What follows belongs to an exercise in optimizing a design on an open flow for small area, a short achievable clock period and few clock cycles per item; a production flow would make more cautious choices.
Function was checked by simulation only, so behaviour that the tests miss may differ from the original.

==> flow/design.v (outline; a module is shown in full before it is edited, if it fits) <==
// module yuv2rgb: 1162 lines
// module fa: 4 lines
// module ha: 4 lines
// module ao: 3 lines
// module aoa: 4 lines
// module aoi: 4 lines
// module aoig: 3 lines
// module oai: 4 lines
// module oaig: 3 lines
module yuv2rgb (
    input  wire       clk,
    input  wire       rst,
    input  wire       in_valid,
    output wire       in_ready,
    input  wire [7:0] in_y,
    input  wire [7:0] in_u,
    input  wire [7:0] in_v,
    output wire       out_valid,
    input  wire       out_ready,
    output wire [7:0] out_r,
    output wire [7:0] out_g,
    output wire [7:0] out_b,
    output wire [7:0] out_luma
);
  // ...
==> flow/flow/run.sh <==
#!/bin/bash
# Standard ORFS layout (the standard.sh) with two changes in how it is made:
#  - the port buffers buffer_ports inserts are sky130_fd_sc_hd__buf_1 cells
#    (every input and output port still gets its own buffer);
#  - timing repair is asked to leave 11.0 ns of setup slack at the design's
#    16 ns clock, so the resizer works on the critical paths.
# Clock period, I/O constraints and all other steps are the standard ones.
set -euo pipefail
export BUFFER_PORTS_ARGS="-buffer_cell sky130_fd_sc_hd__buf_1"
bash standard.sh SETUP_SLACK_MARGIN=11.8 finish > standard_flow.log 2>&1
==> flow/standard.sh <==
#!/bin/bash
# synth_recipe.tcl (not shown) runs the flow's synth.tcl, then flattens the netlist and writes it again
# the make line also repeats each setting of config.mk as NAME=value (left out here)
make -C /OpenROAD-flow-scripts/flow DESIGN_CONFIG=/design/flow/config.mk WORK_HOME=/design/flow/orfs CLKGATE_MAP_FILE= SYNTH_SCRIPT=/design/flow/synth_recipe.tcl "${@:-finish}"
==> flow/config.mk <==
export PLATFORM = sky130hd
export DESIGN_NAME = yuv2rgb
export DESIGN_NICKNAME = yuv2rgb
export VERILOG_FILES = /design/flow/design.v
export SDC_FILE = /design/flow/constraint.sdc
export NUM_CORES = 4
export LEC_CHECK = 0
export CAP_MARGIN = 20
export CORE_MARGIN = 2
export CORE_UTILIZATION = 50
export SLEW_MARGIN = 20
export SYNTH_HIERARCHICAL = 1
export SYNTH_MINIMUM_KEEP_SIZE = 0
==> flow/constraint.sdc <==
create_clock -name core_clock -period 16.0 [get_ports {clk}]
set_input_delay 3.2000 -clock core_clock [delete_from_list [all_inputs] [get_ports {clk}]]
set_output_delay 3.2000 -clock core_clock [all_outputs]
set_load 0.01 [all_outputs]
==> qor.yml, run 1 <==
die_w_um: 160.6
n_fill_cell: 1961
cp_cell_sequence: "fa_1 > fa_1 > fa_1 > fa_1 > fa_1 > nor2_1 > nor2_1 > a21oi_2 > o21ai_2 > inv_2 > o21ai_4 > inv_4 > mux2i_1 > xnor2_1"
slew_viol_final: 0
cts_hold_buf: 0
crit_family: "adder cells"
fin_crit_ns: 4.483
wl_met2_um: 13610
syn2layout_area_growth_pct: 18.59
ant_nets: 0
drive_gt1_share_pct: 24.50
cp_slowest_stage_delay_ns: 0.57
top_usage_layer: "met2"
hold-path-cell-count: 2
core_area_um2: 24180
gp_congestion: 0.9325
wl_met1_um: 13200
mostFrequentLayoutCells: "fa_1 (246), buf_4 (89), a21o_1 (80), edfxtp_1 (80)"
cts_setup_buffers: 80
synthAdderAreaFrac_pct: 50.24
inv_count: 104
largest_cell_class: "multi-input combinational cells"
setup_viol: 0
status: "finished clean"
routed_wl_um: 29590
yosysTopAreaCell: "fa_1"
initial_core_util_pct: 50.70
clk_path_buf_depth: 2
Testbench counts, summed over its fixed seeds: cycles 16,024, items 16,000.
==> run 2: changes to the inputs <==
--- a/flow/config.mk
+++ b/flow/config.mk
@@ -7,7 +7,8 @@
 export LEC_CHECK = 0
 export CAP_MARGIN = 20
 export CORE_MARGIN = 2
-export CORE_UTILIZATION = 50
+export CORE_UTILIZATION = 40
 export SLEW_MARGIN = 20
 export SYNTH_HIERARCHICAL = 1
 export SYNTH_MINIMUM_KEEP_SIZE = 0
+export TNS_END_PERCENT = 0
==> run 2 against run 1 <==
Compared with the run above:
- still clean on timing, DRC and antenna
- non-clock buffer count fell by 15
- final cell count up 3.9%
- sequential share of layout area up 0.40 points
- critical path depth is the same
- critical path type unchanged
- critical endpoint is now s2_g[5]
==> qor.yml, run 2 <==
syn_area_um2: 12260
reg2reg_slack_ns: 11.49
synth_top_cells_by_count: "fa_1 (252), inv_1 (102), ha_1 (89), a21o_1 (82), and2_1 (81)"
reg2reg_depth: 14
hp-class: "flip-flop to flip-flop"
cts_tree: "yes"
synth_cells: 959
via_count: 7613
die_h_um: 179.1
cts_sinks: 108
cts-root-buf: "clkbuf_16"
period_share_pct: 28.21
grt_util_met1_pct: 26.53
die_w_um: 179.1  # +12%
antennaDiodeCount: 0
critPathRequiredTime_ns: 16.09
post-dp-hpwl_um: 22230
max_freq_ghz: 0.2216
synthDistinctLibCells: 33
initial_core_util_pct: 40.39  # -10 points
yosysSeqAreaShare_pct: 24.17
routed_wl_um: 29110  # -1.6%
ys.flop_type: "edfxtp_1"
drive_gt1_share_pct: 21.35  # -3.1 points
dr.first_iter.drc_count: 472
hold-path-cell-count: 2  # unchanged
synth.top_cell.area_share_pct: 41.16
async_flop_share_pct: 0
fin_crit_ns: 4.513  # +0.03050 ns
worstReg2RegEnd: "s2_g[5]"
layout_commonest_cell: "fa_1"
post-synth-top-count-cell: "fa_1"
grt_pass1_vias: 8520
critPathLaunchType: "flip-flop"
criticalPathCategory: "flip-flop to flip-flop"
setup_viol: 0  # unchanged
crit_path_max_fanout: 7
r2r-start: "s1_u[4]"
ant_nets: 0  # unchanged
whs_ns: 0.4630
dieArea_um2: 32060
fin_cells: 1520
insertion_delay_ns: 0.37
relSlewSlack_pct: 53.24
synth-edff-count: 80
mostFrequentLayoutCells: "fa_1 (246), ha_1 (85), inv_1 (84), a21o_1 (81), buf_4 (81)"
grt_max_degree: 87
cap_viol_max_count: 0
clk_path_buf_depth: 2  # unchanged
grt_overflow_total: 0
tightest_slew_ns: 0.6965
synth_area_per_cell_um2: 12.78
core.rowCount: 64
finalHoldViolCount: 0
vias_per_cell: 5.009
finalInstanceArea_um2: 14260
grt.met2_usage_pct: 32.88
cts_buffers: 9
use_met3_pct: 4.283
end_kind: "flip-flop"
yosysTopAreaCell: "fa_1"
core_area_um2: 30350  # +26%
yosys_warnings: 7
clk_pin_slew_ns: 0.09
utilization_pct: 46.98
preCtsSetupSlack_ns: 10.85
layout_setup_ws_ns: 11.49
syn2layout_area_growth_pct: 16.31
arrival_ns: 4.60
top_usage_layer: "met2"
ys_top_cells_by_area: "fa_1 (41%), edfxtp_1 (20%), ha_1 (9.1%), a21o_1 (5.0%), dfxtp_1 (4.6%)"
drc: 0
antenna_found_initial: 0
wire_per_inst_um: 19.15
status: "finished clean"
fin_nets: 1488
dpl_cell_area_um2: 13010
grt_pass1_wl_um: 47100
io_buffers: 61
min_to: "s3_v"
cts_max_level: 3
rsz0062_at_grt: "true"
gp_congestion: 0.8983  # -3.7%
first_pass_iters: 5
fin_setup_tns_ns: 0
syn-num-nets: 1328
slew_viol_final: 0  # unchanged
hp-start: "s2_v"
track_usage_pct: 19.73
synth-seq-cells: 108
finalClockSkew_ns: 0.01675
num_io_pins: 62
dp_cells: 1415
==> run 2: cell counts after synthesis <==
No cell type changed its count.
==> run 2: metal layers <==
layer | share of wire [%] | routed length, um
met5 | 0 | 0
met4 | 1.8 | 511
met3 | 6.1 | 1782
met2 | 49 | 14180
met1 | 43 | 12640
==> run 2: repair_timing <==
| item | CTS | global route |
|---|---|---|
| gates resized for setup | 36 | 31 |
| pin swaps | 28 | 39 |
| hold buffers | 0 | 0 |
| endpoints found under the setup margin | 115 | 33 |
| cloned | 0 | 0 |
| setup buffers | 77 | 11 |
==> run 2: logic make-up after synthesis <==
group | share of synthesized area [%]
adder cells (fa/ha/maj) | 50.24
AND/OR/NAND/NOR | 7.931
AO/OA/AOI/OAI | 8.625
buffers and inverters | 3.470
flip-flops | 24.17
XOR/XNOR | 3.277
multiplexers | 2.286
==> run 2: worst max-delay path: stages, from the launching register on <==
cell and delay [ns]:
edfxtp_1 0.47, buf_6 0.15, fa_1 0.46, fa_1 0.55, fa_1 0.46, fa_2 0.58
ha_4 0.22, a21o_1 0.19, a21o_1 0.21, a21o_1 0.18, a21o_1 0.20, buf_4 0.15
nor2b_2 0.18, o21ai_0 0.08, nand2_1 0.13
==> run 2: area by class of cell <==
type | instances | area (um^2)
clock buffer | 9 | 225.2
clock inverter | 7 | 83.83
fill | 2744 | 16090
inverter | 104 | 427.9
multi-input combinational | 743 | 9072
sequential | 108 | 2967
tap | 396 | 495.5
timing repair buffer | 153 | 985.9
==> run 2: how the worst max path moves through the flow <==
| stage | from | to | slack, ns | cells after the start |
|---|---|---|---|---|
| after CTS | s1_u[4] | s2_g[0] | 11.52 | 14 |
| after detailed placement | s1_u[7] | s2_g[5] | 10.85 | 13 |
| final | s1_u[4] | s2_g[5] | 11.49 | 14 |
| after global placement | s1_u[7] | s2_g[5] | 10.85 | 13 |
| after global routing | s2_r[2] | s3_l[1] | 11.38 | 13 |
| after floorplan | s1_u[6] | s2_g[0] | 11.58 | 14 |
==> run 2: modules after synthesis (local to each module, per instance), a selection <==
module,cell area (um^2),cells
yuv2rgb,5535,490
fa,20.02,1
aoa,13.76,2
aoi,12.51,2
oai,12.51,2
ha,12.51,1
aoig,8.758,1
ao,7.507,1
==> run 3: changes to the inputs <==
--- a/flow/flow/run.sh
+++ b/flow/flow/run.sh
@@ -7,4 +7,4 @@
 # Clock period, I/O constraints and all other steps are the standard ones.
 set -euo pipefail
 export BUFFER_PORTS_ARGS="-buffer_cell sky130_fd_sc_hd__buf_1"
-bash standard.sh SETUP_SLACK_MARGIN=11.8 finish > standard_flow.log 2>&1
+bash standard.sh SETUP_SLACK_MARGIN=12.0 finish > standard_flow.log 2>&1
--- a/flow/config.mk
+++ b/flow/config.mk
@@ -11,4 +11,4 @@
 export SLEW_MARGIN = 20
 export SYNTH_HIERARCHICAL = 1
 export SYNTH_MINIMUM_KEEP_SIZE = 0
-export TNS_END_PERCENT = 0
+export TNS_END_PERCENT = 5
==> run 3 against run 2 <==
Compared with the run above:
- sequential share of layout area down 0.24 points
- clock skew shrank 0.0056 ns
- utilization is 0.49 points higher
==> qor.yml, run 3 <==
yosys_warnings: 7  # unchanged
cts-root-buf: "clkbuf_16"
period_share_pct: 28.38  # +0.17 points
synth_cells: 959  # unchanged
synth_top_cells_by_count: "fa_1 (252), inv_1 (102), ha_1 (89), a21o_1 (82), and2_1 (81)"
max_freq_ghz: 0.2202  # -0.60%
gp_congestion: 0.8989  # about the same
cp_common_cell: "a21o_1"
crit_path_max_fanout: 4  # -3
cts_tree: "yes"
track_usage_pct: 19.84  # +0.11 points
num_io_pins: 62  # unchanged
fin_crit_ns: 4.540  # +0.02710 ns
rsz0062_at_grt: "true"
setup_viol: 0  # unchanged
end_kind: "flip-flop"
ant_nets: 0  # unchanged
finalClockSkew_ns: 0.01112  # -0.005630 ns
core.rowCount: 64  # unchanged
status: "finished clean"
syn_area_um2: 12260  # unchanged
yosysTopAreaCell: "fa_1"
insertion_delay_ns: 0.36  # about the same
die_w_um: 179.1  # unchanged
syn2layout_area_growth_pct: 17.52
via_count: 7686  # +0.96%
vias_per_cell: 5.027  # +0.36%
relSlewSlack_pct: 28.77  # -24 points
crit_family: "adder cells"
post-synth-top-count-cell: "fa_1"
arrival_ns: 4.65  # +0.05 ns
clk_pin_slew_ns: 0.08  # about the same
antenna_found_initial: 0  # unchanged
cts_sinks: 108  # unchanged
cap_viol_max_count: 0  # unchanged
hp-class: "flip-flop to flip-flop"
cpMaxStageDelayCell: "fa_2"
core_area_um2: 30350  # unchanged
synth-edff-count: 80  # unchanged
cts_hold_buf: 0  # unchanged
finalHoldViolCount: 0  # unchanged
post-dp-hpwl_um: 22690  # +2.1%
dr.first_iter.drc_count: 354  # -25%
clk_path_buf_depth: 2  # unchanged
cts_buffers: 9  # unchanged
critPathRequiredTime_ns: 16.11  # +0.02 ns
synth_area_per_cell_um2: 12.78  # unchanged
slew_viol_final: 0  # unchanged
syn-num-nets: 1328  # unchanged
grt_pass1_vias: 8599  # +0.93%
mostFrequentLayoutCells: "fa_1 (247), buf_4 (86), inv_1 (81), a21o_1 (81)"
async_flop_share_pct: 0  # unchanged
ys_top_cells_by_area: "fa_1 (41%), edfxtp_1 (20%), ha_1 (9.1%), a21o_1 (5.0%), dfxtp_1 (4.6%)"
antennaDiodeCount: 0  # unchanged
fin_cells: 1529  # +0.59%
layout_commonest_cell: "fa_1"
cp_cell_sequence: "buf_6 > fa_1 > fa_1 > fa_1 > fa_2 > ha_4 > a21o_1 > a21o_1 > a21o_1 > a21o_1 > buf_4 > nand2b_4 > o211ai_1 > a21oi_2 > a221oi_2"
cp_num_buf_inv: 2  # unchanged
tightest_slew_ns: 1.068  # +0.3719 ns
drive_gt1_share_pct: 22.51  # +1.2 points
drc: 0  # unchanged
synth.top_cell.area_share_pct: 41.16  # unchanged
fin_nets: 1497  # +0.60%
routed_wl_um: 29600  # +1.7%
synthDistinctLibCells: 33  # unchanged
io_buffers: 61  # unchanged
synth-seq-cells: 108  # unchanged
grt_pass1_wl_um: 47170  # +0.15%
cp_slowest_stage_delay_ns: 0.59  # about the same
cts_max_level: 3  # unchanged
critPathLaunchType: "flip-flop"
ys.flop_type: "edfxtp_1"
fin_setup_tns_ns: 0  # unchanged
grt_overflow_total: 0  # unchanged
criticalPathCategory: "flip-flop to flip-flop"
initial_core_util_pct: 40.39  # unchanged
dieArea_um2: 32060  # unchanged
grt_max_degree: 87  # unchanged
wire_per_inst_um: 19.36  # +1.1%
dp_cells: 1417  # +0.14%
first_pass_iters: 5  # unchanged
yosysSeqAreaShare_pct: 24.17  # unchanged
die_h_um: 179.1  # unchanged
-- run 3: cell counts after synthesis --
Identical to the previous run, type by type.
-- run 3: final timing paths --
| kind | startpoint | end | slack, ns | depth (start not counted) |
|---|---|---|---|---|
| setup / recovery | s1_u[4] | s2_g[0] | 11.46 | 15 |
| hold / removal | s2_v | s3_v | 0.47 | 2 |
| setup reg to reg | s1_u[4] | s2_g[0] | 11.46 | 15 |
| hold reg to reg | s2_v | s3_v | 0.47 | 2 |
-- run 3: area by class of cell --
class,instances,area [um^2]
Clock buffer,9,225.2
Clock inverter,7,86.33
Fill cell,2704,15940
Inverter,104,432.9
Multi-Input combinational cell,743,9141
Sequential cell,108,2963
Tap cell,396,495.5
Timing Repair Buffer,162,1061
-- run 3: worst min-delay path, delay by kind of cell (launching register included) --
family,cells,cell delay (ns)
compound gates,1,0.06
flops,1,0.31
buf+inv,1,0.06
-- run 3: cell families (layout without fill, tap and decap cells) --
| kind of cell | Yosys count | count (layout) | share of synthesized area [%] |
|---|---|---|---|
| fa+ha+maj | 341 | 341 | 50.24 |
| simple gates | 181 | 181 | 7.931 |
| compound gates | 151 | 151 | 8.625 |
| flops | 108 | 108 | 24.17 |
| buf+inv | 108 | 282 | 3.470 |
| xor+xnor | 45 | 45 | 3.277 |
| mux | 25 | 25 | 2.286 |
-- run 3: through the flow --
stage | utilization, % | hold WS [ns] | cell area [um^2] | setup WS [ns]
after detailed placement | 42.91 | 0.4642 | 13020 | 10.74
after global placement | 42.91 | 0.4545 | 13020 | 10.85
after floorplan | - | 0.4258 | 12300 | 11.58
after CTS | 46.29 | 0.4734 | 14050 | 11.50
after global routing | 47.46 | 0.4914 | 14410 | 11.36
final | 47.46 | 0.4725 | 14410 | 11.46
-- run 3: per-module statistics from Yosys (local to each module, per instance), excerpt --
module | flip-flops and latches | copies in the design | cells inside
aoig | 0 | 1 | 1
ha | 0 | 35 | 1
aoi | 0 | 8 | 2
oai | 0 | 13 | 2
ao | 0 | 28 | 1
oaig | 0 | 3 | 1
aoa | 0 | 54 | 2
fa | 0 | 252 | 1
-- run 3: what timing repair did --
item,CTS,global route
endpoints found under the setup margin,150,150
setup buffers,79,17
pin swaps,23,33
resized for setup,33,53
-- run 3: per-layer routing --
metal | GRT usage, % | share of wire, % | vias up
met1 | 26.14 | 43 | 3955
met4 | 4.675 | 1.8 | 0
met5 | 0 | 0 | -
met3 | 5.428 | 6.6 | 39
met2 | 32.68 | 49 | 213
li1 | - | - | 3479

## re-timing with driven ports
In the flow no input, the clock included, has a driving cell. The finished layouts below were timed again as built, in two steps. Step 1, drivers: a clkbuf_16 drives clk and a buf_2 each remaining input, both assumed. Step 2 moves the port delays by t, midway between the first and last clock arrival at a register: inputs arrive t later, outputs are due t later. That takes back most of the time a late clock gives input paths. Three values: ideal, step 1, step 2; two values: the first two.
| run | t (ns) | setup WS [ns] | hold slack, ns | latest minus earliest clock arrival (ns) |
|---|---|---|---|---|
| run 1 | 0.413 | 11.517 / 11.517 / 11.517 | 0.465 / 0.465 / 0.465 | 0.016 / 0.016 |
| run 2 | 0.405 | 11.487 / 11.487 / 11.487 | 0.463 / 0.463 / 0.463 | 0.016 / 0.017 |
| run 3 | 0.397 | 11.460 / 11.460 / 11.374 | 0.473 / 0.473 / 0.473 | 0.011 / 0.011 |
After both steps every run listed still meets setup and hold. For run 3, which loses most, drivers alone change the setup slack by 0.000 ns; drivers and shift together by -0.086 ns.
